What follows belongs to an exercise in optimizing a design on an open flow for small area; a production flow would make more cautious choices. At most, simulation tests tie the RTL to the original design; equivalence was not proved. Function not checked in runs 1 and 2: the RTL went through the layout flow alone. Power figures rest on the tool's default switching activity, not on a simulated workload.

### design/flow/design.v
module ict_seq (
    input  wire        clk,
    input  wire        rst,
    input  wire        cmd_valid,
    output wire        cmd_ready,
    input  wire [2:0]  cmd_op,
    input  wire [23:0] cmd_addr,
    input  wire [15:0] cmd_len,
    input  wire [3:0]  cmd_step,
    input  wire        cmd_wide,
    input  wire        cmd_big,
    input  wire [31:0] cmd_seed,
    input  wire [15:0] cmd_mask,
    input  wire [31:0] cmd_crc,
    output wire        bus_req_valid,
    input  wire        bus_req_ready,
    output wire        bus_req_we,
    output wire [23:0] bus_req_addr,
    output wire [15:0] bus_req_wdata,
    output wire        bus_req_wide,
    input  wire        bus_rsp_valid,
    input  wire [15:0] bus_rsp_rdata,
    output wire        res_valid,
    output wire [1:0]  res_code,
    output wire [31:0] res_value,
    output wire [23:0] res_addr,
    output wire [15:0] res_exp,
    output wire [15:0] res_act,
    output wire [1:0]  res_pass
);
    localparam OP_ROMCRC   = 3'd0;
    localparam OP_ROMCHK   = 3'd1;
    localparam OP_RAMMARCH = 3'd3;
    localparam OP_RAMADDR  = 3'd4;
    localparam OP_RAMFILL  = 3'd5;
    localparam [31:0] LCG_C = 32'd1013904223;
    localparam [31:0] POLY  = 32'hEDB88320;
    localparam S_IDLE  = 4'd0;    
    localparam S_RES   = 4'd1;    
    localparam S_BEGIN = 4'd2;    
    localparam S_WNEXT = 4'd3;    
    localparam S_REQ   = 4'd4;    
    localparam S_WAIT  = 4'd5;    
    localparam S_AGO   = 4'd6;    
    localparam S_PADV  = 4'd7;    
    localparam S_RSTRT = 4'd8;    
    localparam S_GEN   = 4'd9;    
    localparam S_ADV   = 4'd10;   
    localparam S_CMP   = 4'd11;   
    localparam S_ADEC  = 4'd12;   
    localparam S_ASTEP = 4'd13;   
    localparam S_ABACK = 4'd14;   
    reg [3:0]  state;
    reg [2:0]  op;
    reg [15:0] len;        
    reg [3:0]  step;
    reg        wide;
    reg        big;
    reg [15:0] mask;       
    reg [31:0] r1;         
    reg [31:0] r2;         
    reg [8:0]  acc;        
    reg [23:0] addr;       
    reg [15:0] cnt;        
    reg [4:0]  bc;         
    reg [4:0]  ei;         
    reg [4:0]  tj;         
    reg [1:0]  ph;         
    reg        fl;         
    reg        cy;         
    reg        bw;         
    wire win      = state[3];
    wire last     = (bc == 5'd31);
    wire is_march = (op == OP_RAMMARCH);
    wire is_addr  = (op == OP_RAMADDR);
    wire is_crc   = (op == OP_ROMCRC) || (op == OP_ROMCHK);
    wire [15:0] wmask = wide ? 16'hFFFF : 16'h00FF;
    wire [15:0] cmask = mask & wmask;
    wire [4:0]  stride = wide ? {step, 1'b0} : {1'b0, step};
    wire [15:0] pat  = (r2[31:16] ^ {16{ph[1]}}) & wmask;
    wire        hit  = (ei == tj);
    wire [15:0] expv = is_march ? pat : (hit ? mask : 16'd0);
    wire        bad  = |((bus_rsp_rdata ^ expv) & cmask);
    wire        fail = (state == S_WAIT) && bus_rsp_valid && (is_march || is_addr) && bad;
    wire        we = (op == OP_RAMFILL) || (is_march && !ph[0]) ||
                     (is_addr && ph != 2'd2);
    assign cmd_ready     = (state == S_IDLE) || (state == S_RES);
    assign bus_req_valid = (state == S_REQ);
    assign bus_req_we    = we;
    assign bus_req_addr  = addr;
    assign bus_req_wide  = wide;
    assign bus_req_wdata = is_addr ? ((ph == 2'd1) ? cmask : 16'd0) : pat;
    assign res_valid = (state == S_RES) || fail;
    assign res_code  = {op == 3'd7, fail || (op == OP_ROMCHK && fl)};
    assign res_value = r2;
    assign res_addr  = addr;
    assign res_exp   = expv & cmask;
    assign res_act   = bus_rsp_rdata & cmask;
    assign res_pass  = {ph[1], ~ph[1]};
    wire [4:0]  kk     = (ei == 5'd0) ? 5'd0 : ei - 5'd1;
    wire [5:0]  sd     = {1'b0, bc} - {1'b0, kk} - {5'd0, wide};
    wire        y_str  = (sd[5:2] == 4'd0) && step[sd[1:0]];
    wire        n_bit  = !bc[4] && len[0];
    wire [5:0]  mul_t  = {1'b0, acc[4:0]} + (n_bit ? {1'b0, stride} : 6'd0);
    reg         a_en, a_sub, a_mul;
    always @(*) begin
        a_en = 1'b0; a_sub = 1'b0; a_mul = 1'b0;
        case (state)
        S_RSTRT: begin a_en = (ph != 2'd0); a_sub = 1'b1; a_mul = 1'b1; end
        S_CMP:   begin a_en = 1'b1; a_sub = 1'b1; a_mul = 1'b1; end
        S_ADV:   a_en = 1'b1;
        S_ASTEP: a_en = 1'b1;
        S_ABACK: begin a_en = (ei != 5'd0); a_sub = 1'b1; end
        default: ;
        endcase
    end
    wire        a_y   = (a_mul ? mul_t[0] : y_str) ^ a_sub;
    wire        a_ci  = (bc == 5'd0) ? a_sub : cy;
    wire        a_s   = addr[0] ^ a_y ^ a_ci;
    wire        a_co  = (addr[0] & a_y) | (addr[0] & a_ci) | (a_y & a_ci);
    wire        a_shift = a_en && (bc < 5'd24);
    wire [1:0]  lp    = tj[1:0];
    wire [8:0]  lcg_f = (lp == 2'd0) ? 9'd25 : (lp == 2'd1) ? 9'd139 : 9'd479;
    wire        lcg_c = (lp == 2'd2) && LCG_C[bc];
    wire [9:0]  lcg_t = {1'b0, acc} + (r2[0] ? {1'b0, lcg_f} : 10'd0) + {9'd0, lcg_c};
    wire        lcg_on = (state == S_GEN) || (state == S_ADV && is_march);
    wire        crc_g  = r2[0] ^ mask[0];
    wire [4:0]  crc_last = wide ? (big ? 5'd23 : 5'd15) : 5'd7;
    wire        crc_run  = (state == S_ADV) && is_crc && (bc <= crc_last);
    wire        crc_on   = crc_run && (!(big && wide) || bc[4] || bc[3]);
    wire        r1_bit = r1[0];
    wire        is_fill = (op == OP_RAMFILL);
    wire        accept  = cmd_valid && cmd_ready;
    wire        d_src = (state == S_RSTRT || state == S_ADEC) ? len[0] : cnt[0];
    wire        d_dec = (state == S_ADV || state == S_ADEC);
    wire        d_bi  = (bc == 5'd0) ? 1'b1 : bw;
    wire        d_out = (state == S_ASTEP) ? 1'b0 : d_dec ? (d_src ^ d_bi) : d_src;
    wire        d_en  = (state == S_ASTEP) ? (bc == 5'd0) :
                        (state == S_RSTRT || state == S_ADEC || state == S_ADV) && !bc[4];
    always @(posedge clk) begin
        acc <= !win || last ? 9'd0 :
               lcg_on       ? lcg_t[9:1] :
                              {4'd0, mul_t[5:1]};
        cy  <= a_co;
        bw  <= d_bi & ~d_src;
        len <= accept ? cmd_len : {len[0], len[15:1]};
        r1  <= accept ? ((cmd_op == OP_ROMCHK) ? cmd_crc : cmd_seed) : {r1[0], r1[31:1]};
        bc  <= accept ? 5'd0 : bc + 5'd1;
        if (accept) addr <= cmd_addr;
        else if (a_shift) addr <= {a_s, addr[23:1]};
    end
    always @(posedge clk) begin
        if (rst) begin
            state <= S_IDLE;
        end else begin
            if (win && last) state <= S_WNEXT;
            if (lcg_on && last) begin
                tj[1:0] <= (lp == 2'd2) ? 2'd0 : lp + 2'd1;
                if (lp != 2'd2) state <= S_GEN;
            end
            if (state == S_RSTRT)
                r2 <= {(is_march & r1_bit) | (is_fill & r1[16]), r2[31:1]};
            else if (lcg_on)
                r2 <= {lcg_t[0], r2[31:1]};
            else if (crc_on)
                r2 <= {crc_g, r2[31:1] ^ (POLY[30:0] & {31{~crc_g}})};
            else if (state == S_CMP)
                r2 <= {r2[0], r2[31:1]};
            if (crc_run) mask <= {mask[0], mask[15:1]};
            if (d_en) cnt <= {d_out, cnt[15:1]};
            case (state)
            S_IDLE, S_RES: begin
                state <= S_IDLE;
                if (cmd_valid) begin
                    op    <= cmd_op;
                    step  <= cmd_step;
                    wide  <= cmd_wide;
                    big   <= cmd_big;
                    mask  <= cmd_mask;
                    ph    <= 2'd0;
                    ei    <= 5'd0;
                    tj    <= 5'd0;
                    fl    <= 1'b0;
                    state <= S_BEGIN;
                end
            end
            S_BEGIN: if (last) begin
                if (op == 3'd7) begin
                    state <= S_RES;
                end else if (is_addr) begin
                    if (len == 16'd0) begin
                        state <= S_RES;
                    end else begin
                        state <= S_ADEC;
                    end
                end else begin
                    state <= S_RSTRT;
                end
            end
            S_RSTRT: if (last) state <= is_march ? S_GEN : S_WNEXT;
            S_WNEXT: begin
                if (cnt == 16'd0) begin
                    if (!last) state <= S_WNEXT;
                    else if (is_march && ph != 2'd3) begin
                        ph    <= ph + 2'd1;
                        state <= S_RSTRT;
                    end else if (op == OP_ROMCHK) begin
                        state <= S_CMP;
                    end else begin
                        state <= S_RES;
                    end
                end else begin
                    state <= S_REQ;
                end
            end
            S_REQ: begin
                if (bus_req_ready) begin
                    if (!we) state <= S_WAIT;
                    else if (!is_addr) state <= S_PADV;
                    else begin
                        case (ph)
                        2'd1:    begin ph <= 2'd2; state <= S_PADV; end
                        2'd3:    begin ph <= 2'd1; tj <= tj + 5'd1; state <= S_AGO; end
                        default: begin fl <= 1'b1; state <= S_AGO; end
                        endcase
                    end
                end
            end
            S_WAIT: begin
                if (bus_rsp_valid) begin
                    if (is_crc) mask <= bus_rsp_rdata;
                    if (fail) state <= S_IDLE;
                    else if (is_addr) begin
                        fl    <= 1'b1;
                        state <= S_AGO;
                    end else state <= S_PADV;
                end
            end
            S_PADV: if (last) state <= is_addr ? S_ABACK : S_ADV;
            S_CMP: begin
                if (r2[0] != r1_bit) fl <= 1'b1;
                if (last) state <= S_RES;
            end
            S_ADEC: if (last) state <= S_AGO;
            S_AGO: if (last) begin
                if (ph[0]) begin
                    if (hit) state <= S_REQ;
                    else if (cnt == 16'd0) begin
                        state <= S_RES;
                    end else state <= S_ASTEP;
                end else if (!fl) begin
                    state <= S_REQ;             
                end else if (cnt == 16'd0) begin
                    ph    <= ph + 2'd1;         
                    state <= S_ABACK;
                end else begin
                    state <= S_ASTEP;
                end
            end
            S_ASTEP: begin
                if (last) begin
                    ei    <= ei + 5'd1;
                    fl    <= 1'b0;
                    state <= S_AGO;
                end
            end
            S_ABACK: begin
                if (last) begin
                    ei    <= 5'd0;
                    fl    <= 1'b0;
                    state <= S_ADEC;
                end
            end
            default: ;
            endcase
        end
    end
endmodule
### design/flow/flow/run.sh
#!/bin/bash
# Standard layout, with the port buffers made from the smallest buffer cell
# and a clock tree of clkbuf_8 without dummy loads.
set -o pipefail
export BUFFER_PORTS_ARGS="-buffer_cell sky130_fd_sc_hd__buf_1"
export CTS_ARGS="-sink_clustering_enable -repair_clock_nets -dont_use_dummy_load -buf_list sky130_fd_sc_hd__clkbuf_8"
bash standard.sh > standard.log 2>&1
### design/flow/standard.sh
#!/bin/bash
# synth_recipe.tcl (not shown) runs the flow's synth.tcl, then flattens the netlist and writes it again
# the make line also repeats each setting of config.mk as NAME=value (left out here)
make -C /OpenROAD-flow-scripts/flow DESIGN_CONFIG=/design/flow/config.mk WORK_HOME=/design/flow/orfs CLKGATE_MAP_FILE= SYNTH_SCRIPT=/design/flow/synth_recipe.tcl "${@:-finish}"
### design/flow/config.mk
export PLATFORM = sky130hd
export DESIGN_NAME = ict_seq
export DESIGN_NICKNAME = ict_seq
export VERILOG_FILES = /design/flow/design.v
export SDC_FILE = /design/flow/constraint.sdc
export NUM_CORES = 4
export LEC_CHECK = 0
export CAP_MARGIN = 20
export CORE_MARGIN = 2
export CORE_UTILIZATION = 40
export PLACE_DENSITY = 0.6
export SLEW_MARGIN = 20
### design/flow/constraint.sdc
create_clock -name core_clock -period 10.0 [get_ports {clk}]
set_input_delay 2.0000 -clock core_clock [delete_from_list [all_inputs] [get_ports {clk}]]
set_output_delay 2.0000 -clock core_clock [all_outputs]
set_load 0.01 [all_outputs]
==> results of run 1 <==
[layer usage]
| layer | GRT usage | vias to the layer above |
|---|---|---|
| li1 | - | 4677 |
| met1 | 0.3064 | 4403 |
| met2 | 0.3762 | 467 |
| met3 | 0.04980 | 56 |
| met4 | 0.08883 | 2 |
| met5 | 0 | - |
[flip-flops by register name (all words and copies together) (netlist names), 4 cells and up]
| signal | cells |
|---|---|
| tj | 5 |
| addr | 24 |
| r2 | 32 |
| len | 16 |
| bc | 5 |
| cnt | 16 |
| step | 4 |
| acc | 9 |
| ei | 5 |
| mask | 16 |
| state | 4 |
| r1 | 32 |
[placed cells by master (no fill, tap or decap), types with 5 or more instances in the layout]
master,count
a211oi_1,13
a21o_1,10
a21oi_1,63
a22oi_1,5
a31oi_1,15
and2_1,7
and3_1,11
buf_1,286
buf_4,14
clkbuf_8,17
dfxtp_1,68
edfxtp_1,110
fa_1,6
ha_1,40
inv_1,50
mux2i_1,48
nand2_1,235
nand2b_1,10
nand3_1,17
nor2_1,115
nor2b_1,14
nor3_1,15
nor4_1,13
o21ai_0,75
o221ai_1,18
o22ai_1,10
o31ai_1,5
xnor2_1,39
xor2_1,26
[area by class of cell]
type | instances | area [sq um]
multi-input cells | 891 | 5520
inverters | 51 | 191.4
well taps | 341 | 426.7
clock buffers | 17 | 234.0
flip-flops and latches | 178 | 4664
fillers | 2740 | 14580
diodes | 1 | 2.502
repair buffers | 300 | 1179
[tightest hold or removal path, stage by stage, from the launching register on]
cell	delay, ps
dfxtp_1	320
nand2_1	50
o21ai_0	60
[how the worst max path moves through the flow]
stage	start	end
final	bus_rsp_rdata[9]	res_code[0]
after floorplan	bus_rsp_rdata[3]	res_code[0]
after CTS	bus_rsp_rdata[9]	res_code[0]
after global placement	bus_rsp_rdata[3]	res_code[0]
after detailed placement	bus_rsp_rdata[3]	res_code[0]
after global routing	bus_rsp_rdata[0]	res_code[0]
[power groups by stage]
| stage | Clock (uW) | Sequential (uW) | Combinational [uW] |
|---|---|---|---|
| floorplan | 0 | 891 | 246 |
| global placement | 0 | 907 | 339 |
| detailed placement | 0 | 907 | 343 |
| CTS | 405 | 892 | 344 |
| global route | 431 | 899 | 384 |
| finish | 391 | 892 | 342 |
[logic make-up after synthesis]
group,synth area share
AO/OA/AOI/OAI,0.1540
XOR/XNOR,0.06097
adder cells (fa/ha/maj),0.05717
buffers and inverters,0.06351
flip-flops,0.4297
multiplexers,0.04737
AND/OR/NAND/NOR,0.1873
[stage by stage]
step           power [uW]    util  hold slack (ps)  instance area, sq um
6_report             1625  0.4559            426.9                 12220
5_1_grt              1714  0.4559            450.1                 12220
4_1_cts              1641  0.4557            425.9                 12210
3_5_place_dp         1250  0.4470            413.1                 11980
3_3_place_gp         1246  0.4470            408.1                 11980
2_1_floorplan        1137       -            401.4                 10860
==> flow_metrics.env, run 1 <==
export IMPL_ys_types=77
export IMPL_synth_largest_area_cell="edfxtp_1"
export IMPL_p_leak_uw=0.004730
export IMPL_top_layer="met5"
export IMPL_numCtsBuffers=17
export IMPL_yosys_top_cells_area="edfxtp_1, dfxtp_1, nand2_1"
export IMPL_clkTransAtPathRegs_ps=120
export IMPL_crit_path_max_incr_delay_ps=550
export IMPL_vias=9605
export IMPL_fp_dieArea_sq_um=28470
export IMPL_critical_path_top_delay_family="simple AND/OR/NAND/NOR gates"
export IMPL_worstMarginPinSlew_ps=856.1
export IMPL_syn_avg_cell_area_sq_um=8.934
export IMPL_ys_seq_area_frac=0.4297
export IMPL_power_switching_uw=497.4
export IMPL_final_max_slew_viol_count=0
export IMPL_netSwitchingFraction=0.3061
export IMPL_cts_tree="built"
export IMPL_htree_levels=4
export IMPL_ys_ff_latch=178
export IMPL_finalHoldViolCount=0
export IMPL_clkSinkCount=178
export IMPL_portBuffers=286
export IMPL_crit_cells=9
export IMPL_grt_pass1_vias=9161
export IMPL_r2r_start="wide$_DFFE_PP_"
export IMPL_path_class="input port to primary output"
export IMPL_yosysTopAreaCellShare=0.3043
export IMPL_cts_setup_buffers=0
export IMPL_synthTopCellsByCount="nand2_1, nor2_1, edfxtp_1"
export IMPL_drc=0
export IMPL_worstSkewPairLatency_ps=480
export IMPL_hpwl_mm=25.29
export IMPL_ys_flop_type="edfxtp_1"
export IMPL_grt_usage=0.2327
export IMPL_ant_nets=0
export IMPL_synth_most_common_cell="nand2_1"
export IMPL_fin_crit_ps=5810
export IMPL_final_setup_tns_ps=0
export IMPL_cp_cell_sequence="buf_1 -> a22oi_1 -> nor2_1 -> or4_1 -> a32oi_1 -> nand4_2 -> nand2_1 -> o21ai_0 -> buf_1"
export IMPL_finalCritPeriodShare=0.5810
export IMPL_place_inst=1761
export IMPL_holdPathEnd="r1[14]$_DFF_P_"
export IMPL_root_buffer="clkbuf_8"
export IMPL_drive_gt1_frac=0.04245
export IMPL_cp_start_kind="input port"
export IMPL_rsz0062_at_grt="no"
export IMPL_cp_buffers_inverters=2
export IMPL_cpMostUsedCell="buf_1"
export IMPL_setup_violations_final=0
export IMPL_routed_wl_mm=33.47
export IMPL_rows=60
export IMPL_status="complete, no violations"
export IMPL_pwr_share_seq=0.549
export IMPL_clockPowerShare=0.241
export IMPL_clock_skew_ps=52.39
export IMPL_hold_path_class="register to register"
export IMPL_pre_cts_ws_ps=4226
export IMPL_r2r_slack_ps=5680
export IMPL_dr_pass1_iters=8
export IMPL_drt_initial_drc_count=798
export IMPL_synth_nets=1411
export IMPL_die_h_um=168.7
export IMPL_ir_drop_v=0.00007181
export IMPL_yosysWarnings=1
export IMPL_avgRoutedWirePerCell_um=18.82
export IMPL_grt_ovfl_total=0
export IMPL_io_pins=287
export IMPL_hp_start="r1[15]$_DFF_P_"
export IMPL_cts_repair_resized=0
export IMPL_initial_core_util=0.4050
export IMPL_wl_met2_mm=15.14
export IMPL_worstSetupEndpointType="primary output"
export IMPL_fmax_mhz=172.1
export IMPL_timing_rr_end="addr[23]$_DFFE_PP_"
export IMPL_synth_edf_count=110
export IMPL_layout_nets=1635
export IMPL_required_ps=8000
export IMPL_whs_path_depth=2
export IMPL_grt_pass1_wl_mm=51.28
export IMPL_dieWidth_um=168.7
export IMPL_max_cap_violations=0
export IMPL_crit_arrival_ps=3810
export IMPL_path_max_fanout=5
export IMPL_antenna_found_initial=2
export IMPL_clock_path_buffers=2
export IMPL_area_growth_pct=12.55
export IMPL_async_flop_share=0
export IMPL_m1WireLength_mm=14.76
export IMPL_place_congestion=0.9173
export IMPL_timing_final_ws_setup_ps=4190
export IMPL_syn_inst=1215
export IMPL_grt_max_degree=93
export IMPL_relSlewSlack=0.4293
export IMPL_finalNonFillerCells=1779
export IMPL_r2r_cells=13
export IMPL_crit_slowest_cell="or4_1"
export IMPL_p_comb_frac=0.210
export IMPL_p_int_uw=1128
export IMPL_coreArea_sq_um=26800
export IMPL_cts_hold_buffers=0
export IMPL_power_density_nw_per_um2=133.0
export IMPL_wl_met3_mm=2.605
export IMPL_viasPerCell=5.399
export IMPL_syn_area_sq_um=10860
==> inputs of run 2 (changes only) <==
==> design/flow/flow/run.sh (replaced) <==
#!/bin/bash
# Standard layout, with the port buffers made from the smallest buffer cell
# and a clock tree of clkbuf_16 without dummy loads.
set -o pipefail
export BUFFER_PORTS_ARGS="-buffer_cell sky130_fd_sc_hd__buf_1"
export CTS_ARGS="-sink_clustering_enable -repair_clock_nets -dont_use_dummy_load -buf_list sky130_fd_sc_hd__clkbuf_16"
bash standard.sh > standard.log 2>&1
==> run 2 against run 1 <==
Setup slack better by 14 ps. Critical path type unchanged. Sequential cell count unchanged. Die area unchanged. Sequential share of layout area down 0.58 points. Clock-buffer cell count unchanged. Fmax up 0.24%. Largest power group unchanged. Cell count about the same. Still clean. Critical path depth unchanged. Global-route usage about the same. Via count down 0.18%.
==> flow_metrics.env, run 2 <==
export IMPL_coreArea_sq_um=26800
export IMPL_initial_core_util=0.4050
export IMPL_grt_pass1_vias=9130
export IMPL_antennaDiodeCount=0
export IMPL_path_max_fanout=5
export IMPL_final_max_slew_viol_count=0
export IMPL_n_fill_cell=2715
export IMPL_ys_ff_latch=178
export IMPL_synth_largest_area_cell="edfxtp_1"
export IMPL_max_cap_violations=0
export IMPL_top_regs="r1: 32 flops, r2: 32 flops, addr: 24 flops"
export IMPL_crit_arrival_ps=3800
export IMPL_fp_dieArea_sq_um=28470
export IMPL_mostFrequentLayoutCell="buf_1"
export IMPL_clkSinkCount=178
export IMPL_worstMarginPinSlew_ps=868.4
export IMPL_ir_drop_v=0.00007671
export IMPL_cts_repair_resized=0
export IMPL_finalCritPeriodShare=0.5796
export IMPL_seqCellArea_sq_um=4664
export IMPL_crit_path_max_incr_delay_ps=540
export IMPL_syn_avg_cell_area_sq_um=8.934
export IMPL_cpMostUsedCell="buf_1"
export IMPL_die_h_um=168.7
export IMPL_yosysWarnings=1
export IMPL_synth_edf_count=110
export IMPL_cts_hold_buffers=0
export IMPL_grt_ovfl_total=0
export IMPL_relSlewSlack=0.4211
export IMPL_area_growth_pct=14.29
export IMPL_grt_pass1_wl_mm=51.29
export IMPL_dr_pass1_iters=6
export IMPL_multiInputGateArea_sq_um=5520
export IMPL_numCtsBuffers=17
export IMPL_worstSetupEndpointType="primary output"
export IMPL_p_leak_uw=0.004818
export IMPL_drive_gt1_frac=0.04245
export IMPL_rsz0062_at_grt="no"
export IMPL_cts_setup_buffers=0
export IMPL_status="complete, no violations"
export IMPL_setup_violations_final=0
export IMPL_root_buffer="clkbuf_16"
export IMPL_clkTransAtPathRegs_ps=50
export IMPL_final_setup_tns_ps=0
export IMPL_avgRoutedWirePerCell_um=18.83
export IMPL_crit_slowest_cell="or4_1"
export IMPL_portBuffers=286
export IMPL_layout_nets=1635
export IMPL_synth_nets=1411
export IMPL_place_congestion=0.9173
export IMPL_ys_flop_type="edfxtp_1"
export IMPL_finalHoldViolCount=0
export IMPL_clock_skew_ps=30.77
export IMPL_whs_ps=425.4
export IMPL_dieWidth_um=168.7
export IMPL_synth_most_common_cell="nand2_1"
export IMPL_syn_area_sq_um=10860
export IMPL_vias=9588
export IMPL_clock_path_buffers=2
export IMPL_drt_initial_drc_count=776
export IMPL_io_pins=287
export IMPL_cp_cell_sequence="buf_1 -> a22oi_1 -> nor2_1 -> or4_1 -> a32oi_1 -> nand4_2 -> nand2_1 -> o21ai_0 -> buf_1"
export IMPL_drc=0
export IMPL_yosysTopAreaCellShare=0.3043
export IMPL_ys_types=77
export IMPL_htree_levels=4
export IMPL_critical_path_top_delay_family="simple AND/OR/NAND/NOR gates"
export IMPL_path_class="input port to primary output"
export IMPL_cp_start_kind="input port"
export IMPL_synthTopCellsByCount="nand2_1, nor2_1, edfxtp_1"
export IMPL_rows=60
export IMPL_syn_inst=1215
export IMPL_cp_buffers_inverters=2
export IMPL_yosys_top_cells_area="edfxtp_1, dfxtp_1, nand2_1"
export IMPL_hpwl_mm=25.29
export IMPL_ys_seq_area_frac=0.4297
export IMPL_async_flop_share=0
export IMPL_fmax_mhz=172.5
export IMPL_required_ps=8000
export IMPL_power_density_nw_per_um2=144.0
export IMPL_routed_wl_mm=33.48
export IMPL_worstSkewPairLatency_ps=440
export IMPL_viasPerCell=5.393
export IMPL_hold_path_class="register to register"
export IMPL_ant_nets=0
export IMPL_cts_tree="built"
export IMPL_grt_max_degree=93
export IMPL_fin_crit_ps=5796
export IMPL_antenna_found_initial=1
export IMPL_mostFrequentLayoutCells="buf_1, nand2_1, nor2_1"
export IMPL_grt_usage=0.2329
==> run 2: cell counts after synthesis <==
Identical to the previous run, type by type.
==> run 2: power breakdown <==
part	total (uW)	switching, uW	internal (uW)
clock network	552	256	296
logic	342	205	136
registers	893	51.8	841
total	1790	513	1270
==> run 2: final cells by class <==
type,instances,area share
Tap cell,341,0.03439
Inverter,51,0.01543
Sequential cell,178,0.3760
Timing Repair Buffer,300,0.09500
Clock buffer,17,0.03429
Multi-Input combinational cell,891,0.4449
==> run 2: cell families (layout without fill, tap and decap cells) <==
kind of cell,Yosys count,count (layout),synth area share
multiplexers,50,50,0.04737
XOR/XNOR,70,70,0.06097
AO/OA/AOI/OAI,258,258,0.1540
buffers and inverters,146,368,0.06351
adder cells (fa/ha/maj),46,46,0.05717
flip-flops,178,178,0.4297
AND/OR/NAND/NOR,467,467,0.1873
==> run 2: per-stage QoR <==
stage               cell area, sq um    util  cells  total power, uW  setup slack, ps
finish                         12410  0.4629   1778             1787             4204
global route                   12410  0.4629   1778             1881             4020
CTS                            12400  0.4628   1778             1807             4223
detailed placement             11980  0.4470   1761             1250             4226
global placement               11980  0.4470   1761             1246             4229
floorplan                      10860       -   1215             1137             4657
==> run 2: worst paths after layout <==
kind / end / from / slack [ps] / cells after the start
setup / recovery: res_code[0] / bus_rsp_rdata[9] / 4200 / 9
setup reg to reg: addr[23]$_DFFE_PP_ / wide$_DFFE_PP_ / 5670 / 13
hold reg to reg: r1[0]$_DFF_P_ / r1[1]$_DFF_P_ / 430 / 2
hold / removal: r1[0]$_DFF_P_ / r1[1]$_DFF_P_ / 430 / 2
==> run 2: tightest hold or removal path, delay by kind of cell (launching register included) <==
| family | cells | cell delay (ps) |
|---|---|---|
| flip-flops | 1 | 300 |
| AND/OR/NAND/NOR | 1 | 40 |
| AO/OA/AOI/OAI | 1 | 50 |
==> run 2: metal layers <==
| layer | routed length [um] | track usage | part of all wire |
|---|---|---|---|
| met5 | 13 | 0 | 0.00039 |
| met4 | 932 | 0.08471 | 0.028 |
| met3 | 2539 | 0.04980 | 0.076 |
| met2 | 15180 | 0.3778 | 0.45 |
| met1 | 14810 | 0.3073 | 0.44 |
==> inputs of run 3 (changes only) <==
--- a/design/flow/design.v
+++ b/design/flow/design.v
@@ -35,2 +35,6 @@
     localparam OP_RAMFILL  = 3'd5;
+    localparam RC_SUCCESS  = 2'd0;
+    localparam RC_MISMATCH = 2'd1;
+    localparam RC_UNIMPL   = 2'd2;
+    localparam [31:0] LCG_A = 32'd1664525;
     localparam [31:0] LCG_C = 32'd1013904223;
@@ -61,3 +65,3 @@
     reg [31:0] r2;         
-    reg [8:0]  acc;        
+    reg [20:0] acc;        
     reg [23:0] addr;       
@@ -68,2 +72,3 @@
     reg [1:0]  ph;         
+    reg [1:0]  code;
     reg        fl;         
@@ -93,3 +98,3 @@
     assign res_valid = (state == S_RES) || fail;
-    assign res_code  = {op == 3'd7, fail || (op == OP_ROMCHK && fl)};
+    assign res_code  = code;
     assign res_value = r2;
@@ -121,6 +126,4 @@
     wire        a_shift = a_en && (bc < 5'd24);
-    wire [1:0]  lp    = tj[1:0];
-    wire [8:0]  lcg_f = (lp == 2'd0) ? 9'd25 : (lp == 2'd1) ? 9'd139 : 9'd479;
-    wire        lcg_c = (lp == 2'd2) && LCG_C[bc];
-    wire [9:0]  lcg_t = {1'b0, acc} + (r2[0] ? {1'b0, lcg_f} : 10'd0) + {9'd0, lcg_c};
+    wire        lcg_c = LCG_C[bc];
+    wire [21:0] lcg_t = {1'b0, acc} + (r2[0] ? LCG_A[20:0] : 21'd0) + {21'd0, lcg_c};
     wire        lcg_on = (state == S_GEN) || (state == S_ADV && is_march);
@@ -140,5 +143,5 @@
     always @(posedge clk) begin
-        acc <= !win || last ? 9'd0 :
-               lcg_on       ? lcg_t[9:1] :
-                              {4'd0, mul_t[5:1]};
+        acc <= !win || last ? 21'd0 :
+               lcg_on       ? lcg_t[21:1] :
+                              {16'd0, mul_t[5:1]};
         cy  <= a_co;
@@ -156,6 +159,2 @@
             if (win && last) state <= S_WNEXT;
-            if (lcg_on && last) begin
-                tj[1:0] <= (lp == 2'd2) ? 2'd0 : lp + 2'd1;
-                if (lp != 2'd2) state <= S_GEN;
-            end
             if (state == S_RSTRT)
@@ -183,2 +182,3 @@
                     fl    <= 1'b0;
+                    code  <= RC_MISMATCH;
                     state <= S_BEGIN;
@@ -188,2 +188,3 @@
                 if (op == 3'd7) begin
+                    code  <= RC_UNIMPL;
                     state <= S_RES;
@@ -191,2 +192,3 @@
                     if (len == 16'd0) begin
+                        code  <= RC_SUCCESS;
                         state <= S_RES;
@@ -209,2 +211,3 @@
                     end else begin
+                        code  <= RC_SUCCESS;
                         state <= S_RES;
@@ -241,3 +244,6 @@
                 if (r2[0] != r1_bit) fl <= 1'b1;
-                if (last) state <= S_RES;
+                if (last) begin
+                    code  <= (fl || r2[0] != r1_bit) ? RC_MISMATCH : RC_SUCCESS;
+                    state <= S_RES;
+                end
             end
@@ -248,2 +254,3 @@
                     else if (cnt == 16'd0) begin
+                        code  <= RC_SUCCESS;    
                         state <= S_RES;
==> design/flow/run.sh (new file) <==
#!/bin/bash
# synth_recipe.tcl (not shown) runs the flow's synth.tcl, then flattens the netlist and writes it again
# the make line also repeats each setting of config.mk as NAME=value (left out here)
make -C /OpenROAD-flow-scripts/flow DESIGN_CONFIG=/design/flow/config.mk WORK_HOME=/design/flow/orfs CLKGATE_MAP_FILE= SYNTH_SCRIPT=/design/flow/synth_recipe.tcl finish
removed: design/flow/flow/run.sh
removed: design/flow/standard.sh
==> run 3 against run 2 <==
Core utilization is 6.8 points higher. Sequential power up 28%. Sequential cell count up 14. Hold slack better by 21 ps. Synthesized cell count rose by 4.4%. First-iteration DRC count up 6.4%. Routed wire length increased by 11%. Sequential share of layout area shrank 4.8 points. Global-route usage is 1.3 points higher. Via count is 5.7% higher. Largest power group unchanged. Highest routed layer is now met4.
==> flow_metrics.env, run 3 <==
export IMPL_path_class="input port to primary output"
export IMPL_grt_pass1_wl_mm=57.55
export IMPL_antennaDiodeCount=0
export IMPL_layout_nets=1692
export IMPL_dr_pass1_iters=6
export IMPL_r2r_cells=16
export IMPL_seqCellArea_sq_um=4965
export IMPL_status="complete, no violations"
export IMPL_p_leak_uw=0.005977
export IMPL_finalCritPeriodShare=0.6823
export IMPL_drive_gt1_frac=0.04506
export IMPL_synthTopCellsByCount="nand2_1, nor2_1, edfxtp_1"
export IMPL_yosysWarnings=1
export IMPL_mostFrequentLayoutCells="clkdlybuf4s50_1, nand2_1, nor2_1"
export IMPL_multiInputGateArea_sq_um=5861
export IMPL_holdPathEnd="len[6]$_DFF_P_"
export IMPL_cpMostUsedCell="clkdlybuf4s50_1"
export IMPL_syn_area_sq_um=11490
export IMPL_initial_core_util=0.4036
export IMPL_crit_path_max_incr_delay_ps=530
export IMPL_cts_hold_buffers=0
export IMPL_grt_usage=0.2458
export IMPL_netSwitchingFraction=0.3446
export IMPL_dieWidth_um=173.5
export IMPL_clockPowerShare=0.255
export IMPL_final_max_slew_viol_count=0
export IMPL_p_comb_frac=0.346
export IMPL_cp_start_kind="input port"
export IMPL_hp_start="len[7]$_DFF_P_"
export IMPL_htree_levels=4
export IMPL_n_fill_cell=2673
export IMPL_crit_slowest_cell="clkdlybuf4s50_1"
export IMPL_worstSkewPairLatency_ps=440
export IMPL_ys_seq_area_frac=0.4321
export IMPL_timing_rr_end="addr[23]$_DFFE_PP_"
export IMPL_ys_ff_latch=192
export IMPL_setup_violations_final=0
export IMPL_cts_repair_resized=0
export IMPL_synth_most_common_cell="nand2_1"
export IMPL_place_congestion=0.9357
export IMPL_hold_path_class="register to register"
export IMPL_crit_arrival_ps=4820
export IMPL_portBuffers=286
export IMPL_drt_initial_drc_count=826
export IMPL_routed_wl_mm=37.33
export IMPL_final_setup_tns_ps=0
export IMPL_ant_nets=0
export IMPL_grt_pass1_vias=9866
export IMPL_rsz0062_at_grt="no"
export IMPL_avgRoutedWirePerCell_um=19.72
export IMPL_antenna_found_initial=0
export IMPL_path_max_fanout=4
export IMPL_async_flop_share=0
export IMPL_ir_drop_v=0.0001222
export IMPL_numCtsBuffers=17
export IMPL_r2r_start="ei[0]$_SDFFCE_PN0P_"
export IMPL_syn_inst=1269
export IMPL_cts_tree="built"
export IMPL_pwr_share_seq=0.399
export IMPL_synth_nets=1465
export IMPL_io_pins=287
export IMPL_rows=62
export IMPL_mostFrequentLayoutCell="clkdlybuf4s50_1"
export IMPL_relSlewSlack=0.2830
export IMPL_power_density_nw_per_um2=188.7
export IMPL_fin_crit_ps=6823
export IMPL_fmax_mhz=146.6
export IMPL_grt_ovfl_total=0
export IMPL_whs_path_depth=2
export IMPL_synth_largest_area_cell="edfxtp_1"
export IMPL_grt_max_degree=98
export IMPL_vias=10133
export IMPL_syn_avg_cell_area_sq_um=9.055
export IMPL_r2r_slack_ps=5190
export IMPL_finalHoldViolCount=0
export IMPL_worstMarginPinSlew_ps=1074
export IMPL_fp_dieArea_sq_um=30100
export IMPL_placed_area_sq_um=14490
export IMPL_clkSinkCount=192
export IMPL_clock_skew_ps=13.40
export IMPL_top_regs="r1: 32 flops, r2: 32 flops, addr: 24 flops"
export IMPL_coreArea_sq_um=28470
export IMPL_p_total_uw=2854
export IMPL_p_int_uw=1870
export IMPL_worstSetupEndpointType="primary output"
export IMPL_cts_setup_buffers=0
export IMPL_clock_path_buffers=2
export IMPL_area_growth_pct=31.62
export IMPL_viasPerCell=5.353
export IMPL_synth_edf_count=112
export IMPL_drc=0
export IMPL_max_cap_violations=0
export IMPL_hpwl_mm=28.43
export IMPL_root_buffer="clkbuf_16"
export IMPL_yosys_top_cells_area="edfxtp_1, dfxtp_1, nand2_1"
export IMPL_ys_flop_type="edfxtp_1"
export IMPL_clkTransAtPathRegs_ps=80
export IMPL_yosysTopAreaCellShare=0.2927
export IMPL_finish_instance_area_sq_um=15120
export IMPL_required_ps=8000
export IMPL_cp_cell_sequence="clkdlybuf4s50_1 -> and3_1 -> nor4bb_1 -> nand4b_1 -> and3_2 -> a211oi_1 -> and2_4 -> o32ai_1 -> clkdlybuf4s50_1"
export IMPL_ys_types=76
export IMPL_power_switching_uw=983.3
export IMPL_die_h_um=173.5
-- run 3: cell types whose count changed after synthesis, moves of 8 or more --
cell,change
o21ai_0,-31
a211oi_1,+9
nand2b_1,+8
a21oi_1,+9
o221ai_1,-15
nand2_1,-43
nand3_1,+12
inv_1,+9
clkbuf_1,+8
nor2_1,+44
a211o_1,+15
mux2i_1,+9
dfxtp_1,+12
-- run 3: worst max-delay path by stage --
stage	from	to	depth (start not counted)
detailed placement	bus_rsp_rdata[12]	res_valid	9
global route	bus_rsp_rdata[14]	res_valid	9
CTS	bus_rsp_rdata[12]	res_valid	9
floorplan	bus_rsp_rdata[15]	res_valid	7
global placement	bus_rsp_rdata[12]	res_valid	9
finish	bus_rsp_rdata[14]	res_valid	9
-- run 3: through the flow --
stage | util | worst slack, ps | hold WS [ps] | instances
6_report | 0.5312 | 3177 | 446.6 | 1893
5_1_grt | 0.5312 | 3050 | 463.3 | 1893
4_1_cts | 0.5311 | 3152 | 445.8 | 1893
3_5_place_dp | 0.5091 | 3156 | 434.4 | 1861
3_3_place_gp | 0.5091 | 3126 | 431.3 | 1861
2_1_floorplan | - | 4623 | 422.1 | 1269
-- run 3: critical path, delay by kind of cell --
kind | cells | cell delay, ps
and+or+nand+nor | 5 | 1410
buffers and inverters | 2 | 1050
AOI/OAI and AO/OA | 2 | 370
-- run 3: kinds of logic (layout without fill, tap and decap cells) --
| logic type | Yosys count | in the layout | synth area share |
|---|---|---|---|
| fa+ha+maj | 46 | 46 | 0.05335 |
| xor+xnor | 73 | 73 | 0.06402 |
| buf+inv | 152 | 392 | 0.06043 |
| mux | 60 | 60 | 0.05357 |
| simple gates | 493 | 493 | 0.1904 |
| flops | 192 | 192 | 0.4321 |
| compound gates | 253 | 253 | 0.1461 |
-- run 3: final cells by class --
cell class / count / share of cell area
repair buffers: 300 / 0.1962
clock inverters: 15 / 0.01324
flip-flops and latches: 192 / 0.3283
inverters: 60 / 0.01489
well taps: 384 / 0.03177
clock buffers: 17 / 0.02813
multi-input cells: 925 / 0.3875
-- run 3: power by group through the flow --
stage                     registers, uW  logic, uW  clock network, uW
after floorplan                    1110        630                  0
after global placement             1160        987                  0
after detailed placement           1160        989                  0
after CTS                          1140        994                745
after global routing               1160       1090                776
final                              1140        988                727
-- run 3: per-layer routing --
metal / up-vias / GRT usage / wire length (um) / part of all wire
li1: 4921 / - / - / -
met1: 4724 / 0.3196 / 16350 / 0.44
met2: 438 / 0.4093 / 17420 / 0.47
met3: 50 / 0.05395 / 2679 / 0.072
met4: 0 / 0.07627 / 875 / 0.023
met5: - / 0 / 0 / 0

==> afterwards: timing with drivers on the ports <==
Ports are ideal in the flow. The routed layouts listed here were re-timed in OpenROAD.
Step 1, drivers: a clkbuf_16 drives clk and a buf_2 each remaining input, both assumed.
Step 2 moves the port delays by t, midway between the first and last clock arrival at a register: inputs arrive t later, outputs are due t later. That takes back most of the time a late clock gives input paths.
Three values: ideal, step 1, step 2; two values: the first two.
run | shift t [ns] | setup WS [ns] | hold slack, ns | pins driven straight from the clock port
run 1 | 0.496 | 4.190 / 4.157 / 4.157 | 0.427 / 0.427 / 0.427 | 1
run 2 | 0.468 | 4.204 / 4.171 / 4.171 | 0.425 / 0.425 / 0.425 | 1
run 3 | 0.488 | 3.177 / 3.150 / 3.150 | 0.447 / 0.447 / 0.447 | 1
After both steps setup and hold are still met in every run listed.
